What follows belongs to an exercise in optimizing a design on an open flow for small area, a short achievable clock period and few clock cycles; a production flow would make more cautious choices. The RTL was checked by simulation tests, not by an equivalence proof against the original design. The flow treats the clock pin as an ideal source. Dropping or thinning the clock tree relies on that and would not hold on a real chip. No activity file was given, so power comes from the tool's default toggle rates.

## lidar_framer
module lidar_framer (
    input  wire         clk,
    input  wire         rst,
    input  wire         cancel,
    input  wire         in_valid,
    input  wire [7:0]   in_data,
    output reg          in_ready,
    output reg          out_valid,
    input  wire         out_ready,
    output wire [339:0] out_rec,
    output reg          err_valid,
    output wire [1:0]   err_code,
    output reg          drop_pulse
);
    reg  [7:0]   d_q;
    reg          v_q;
    reg          in_frame;      
    reg  [5:0]   idx;           
    reg          have_prev;     
    reg          prev_54;       
    reg  [5:0]   nk;            
    reg  [7:0]   sum_lo;
    reg  [5:0]   sum_hi;
    reg          sum_c;
    reg          lo_ok;
    reg  [335:0] sr;
    reg          sh_q;          
    reg          clr_q;         
    wire active   = !rst && !cancel;
    wire consume  = v_q;
    wire take     = active && in_valid && in_ready;
    wire is_data  = (idx != 6'd42) && (idx <= 6'd44);
    wire is_sum   = (idx <= 6'd44);
    wire is_c0    = (idx == 6'd45);
    wire is_c1    = (idx == 6'd46);
    wire f_consume = consume && in_frame;
    wire s_consume = consume && !in_frame;
    wire hdr       = s_consume && have_prev && prev_54 && (d_q == 8'h2C);
    wire new_drop  = s_consume && have_prev && !hdr;
    wire nk_is1    = (nk == 6'd1);
  ...
Size in the first run: about 600 cells after synthesis, about 360 I/O pins, roughly 13000 µm² of cells after synthesis.
==> module lidar_framer, before the edit <==
module lidar_framer (
    input  wire         clk,
    input  wire         rst,
    input  wire         cancel,
    input  wire         in_valid,
    input  wire [7:0]   in_data,
    output reg          in_ready,
    output reg          out_valid,
    input  wire         out_ready,
    output wire [339:0] out_rec,
    output reg          err_valid,
    output wire [1:0]   err_code,
    output reg          drop_pulse
);
    reg  [7:0]   d_q;
    reg          v_q;
    reg          in_frame;      
    reg  [5:0]   idx;           
    reg          have_prev;     
    reg          prev_54;       
    reg  [5:0]   nk;            
    reg  [7:0]   sum_lo;
    reg  [5:0]   sum_hi;
    reg          sum_c;
    reg          lo_ok;
    reg  [335:0] sr;
    reg          sh_q;          
    reg          clr_q;         
    wire active   = !rst && !cancel;
    wire consume  = v_q;
    wire take     = active && in_valid && in_ready;
    wire is_data  = (idx != 6'd42) && (idx <= 6'd44);
    wire is_sum   = (idx <= 6'd44);
    wire is_c0    = (idx == 6'd45);
    wire is_c1    = (idx == 6'd46);
    wire f_consume = consume && in_frame;
    wire s_consume = consume && !in_frame;
    wire hdr       = s_consume && have_prev && prev_54 && (d_q == 8'h2C);
    wire new_drop  = s_consume && have_prev && !hdr;
    wire nk_is1    = (nk == 6'd1);
    wire fire_drop = in_frame ? (f_consume && !is_c1 && idx >= nk)
                              : (s_consume && nk_is1);
    wire done      = f_consume && is_c1;
    wire cks_ok    = lo_ok && (d_q[7:6] == 2'b00) && (sum_hi == d_q[5:0]);
    wire [8:0] lo_add = {1'b0, sum_lo} + {1'b0, d_q};
    wire v_n        = take;
    wire in_frame_n = hdr || (in_frame && !done);
    wire ov_n       = !rst && ((done && cks_ok && !cancel) || (out_valid && !out_ready));
    wire may_frame  = hdr || (in_frame && !done) ||
                      (s_consume ? (!hdr && d_q == 8'h54) : (have_prev && !done && prev_54));
    wire data_n     = hdr || (f_consume ? (idx != 6'd41 && idx <= 6'd43) : is_data);
    always @(posedge clk) begin
        d_q      <= in_data;
        v_q      <= v_n;
        in_ready <= rst || !(may_frame && ((done && cks_ok) || (out_valid && !out_ready)));
        clr_q    <= !active;
        sh_q     <= v_n && !clr_q && in_frame_n && data_n;
    end
    always @(posedge clk) begin
        if (clr_q) begin
            in_frame  <= 1'b0;
            have_prev <= 1'b0;
            nk        <= 6'd46;
        end else begin
            if (hdr)
                in_frame <= 1'b1;
            else if (done)
                in_frame <= 1'b0;
            if (s_consume)
                have_prev <= !hdr;
            else if (done)
                have_prev <= 1'b0;
            if (done)
                nk <= 6'd46;
            else if (hdr)
                nk <= nk_is1 ? 6'd2 : nk;
            else if (new_drop && !nk_is1)
                nk <= nk - 6'd1;
        end
        if (s_consume)
            prev_54 <= (d_q == 8'h54);
        if (hdr)
            idx <= 6'd2;
        else if (f_consume)
            idx <= idx + 6'd1;
    end
    always @(posedge clk) begin
        if (hdr) begin
            sum_lo <= 8'h80;             
            sum_hi <= 6'd0;
            sum_c  <= 1'b0;
        end else begin
            sum_hi <= sum_hi + {5'd0, sum_c};
            sum_c  <= 1'b0;
            if (f_consume && is_sum) begin
                sum_lo <= lo_add[7:0];
                sum_c  <= lo_add[8];
            end
        end
        if (f_consume && is_c0)
            lo_ok <= (sum_lo == d_q);
    end
    always @(posedge clk) begin
        if (sh_q)
            sr <= {sr[327:0], d_q};
    end
    always @(posedge clk) begin
        if (rst) begin
            out_valid  <= 1'b0;
            err_valid  <= 1'b0;
            drop_pulse <= 1'b0;
        end else begin
            out_valid  <= ov_n;
            err_valid  <= !cancel && done && !cks_ok;
            drop_pulse <= !cancel && fire_drop;
        end
    end
    assign err_code = {err_valid, err_valid};
    assign out_rec[15:0]  = {sr[8*(43-3) +: 8], sr[8*(43-2) +: 8]};
    assign out_rec[31:16] = {sr[8*(43-5) +: 8], sr[8*(43-4) +: 8]};
    assign out_rec[47:32] = {sr[7:0], sr[15:8]};
    assign out_rec[51:48] = 4'd12;
    genvar p;
    generate
        for (p = 0; p < 12; p = p + 1) begin : g_pt
            assign out_rec[52+24*p +: 16] = {sr[8*(43-(7+3*p)) +: 8], sr[8*(43-(6+3*p)) +: 8]};
            assign out_rec[68+24*p +: 8]  = sr[8*(43-(8+3*p)) +: 8];
        end
    endgenerate
endmodule
Settings: LEC_CHECK=0, ABC_CLOCK_PERIOD_IN_PS=4000, CAP_MARGIN=20, CORE_MARGIN=2, CORE_UTILIZATION=55, PLACE_DENSITY=0.7, SLEW_MARGIN=20; clock period 10.0 ns.
standard.sh (not shown) runs the stock make flow with config.mk's settings and CLKGATE_MAP_FILE= SYNTH_SCRIPT=/design/flow/synth_recipe.tcl, a recipe that flattens the netlist after the stock synthesis.
==> flow/flow/run.sh <==
#!/bin/bash
# Standard ORFS layout with the smallest buffer on every port, clock tree
# clusters from CTS (clkbuf_16 only, larger clusters, no dummy loads), and the
# tree above the clusters rebuilt by flow/clock_tree.tcl: the clock port
# drives four group inverters, each driving the leaf inverters of a quadrant;
# paths left behind the output paths are then repaired (see clock_tree.tcl).
set -euo pipefail
export BUFFER_PORTS_ARGS="-buffer_cell sky130_fd_sc_hd__buf_1"
export CTS_ARGS="-sink_clustering_enable -repair_clock_nets -dont_use_dummy_load -sink_clustering_size 25 -sink_clustering_max_diameter 100 -buf_list sky130_fd_sc_hd__clkbuf_16"
export POST_CTS_TCL="$(pwd)/flow/clock_tree.tcl"
bash standard.sh > standard.log 2>&1
Other scripts of this flow, unchanged in this note and not shown: flow/flow/clock_tree.tcl
The baseline finished with timing, DRC and antenna clean.
Testbench counts at the start, summed over its fixed seeds: cycles 15,519.
Edit:
--- a/flow/design.v
+++ b/flow/design.v
@@ -52,7 +52,7 @@
     always @(posedge clk) begin
         d_q      <= in_data;
         v_q      <= v_n;
-        in_ready <= rst || !(may_frame && ((done && cks_ok) || (out_valid && !out_ready)));
+        in_ready <= !(may_frame && ((done && cks_ok) || (out_valid && !out_ready)));
         clr_q    <= !active;
         sh_q     <= v_n && !clr_q && in_frame_n && data_n;
     end
=>
- die area hardly moves
- worst setup slack is worse by 0.017 ns
- cell count hardly moves
- sequential cell count is unchanged
- total power hardly moves
- synthesized cell count goes down by 0.67%
- sequential share of layout area is unchanged
- wire length hardly moves
Testbench counts after the change, summed over its fixed seeds: cycles 15,519.
No run of this note takes its clock network from TritonCTS; it comes from the design's own scripts or RTL.

[separate check: timing with driven ports]
How much do the figures lean on ideal ports? The routed layouts below were timed once more, with nothing changed but the port constraints. Step 1 (the two cells are an assumption about what drives the block):
set clk [get_ports {clk}]
set_driving_cell -lib_cell sky130_fd_sc_hd__clkbuf_16 $clk
set_driving_cell -lib_cell sky130_fd_sc_hd__buf_2 [delete_from_list [all_inputs] $clk]
Step 2 times the ports against the registers' clock, not the clock port: input delays grow and output delays shrink by t, the midpoint of the rising clock arrivals with the driver on. a / b / c = ideal ports / drivers / drivers and shift; a / b = the first two.
run | shift t [ns] | setup WS [ns] | worst setup path at the end | slew at the worst register clock pin (ns)
the first run | 0.308 | 7.247 / 7.071 / 7.275 | input to register | 0.10 / 0.10
the second run | 0.310 | 7.230 / 7.052 / 7.180 | input to register | 0.10 / 0.10
After both steps every run listed still meets setup and hold. The setup slack of the second run, which loses most, moves by -0.178 ns with the drivers and by -0.050 ns with both steps.
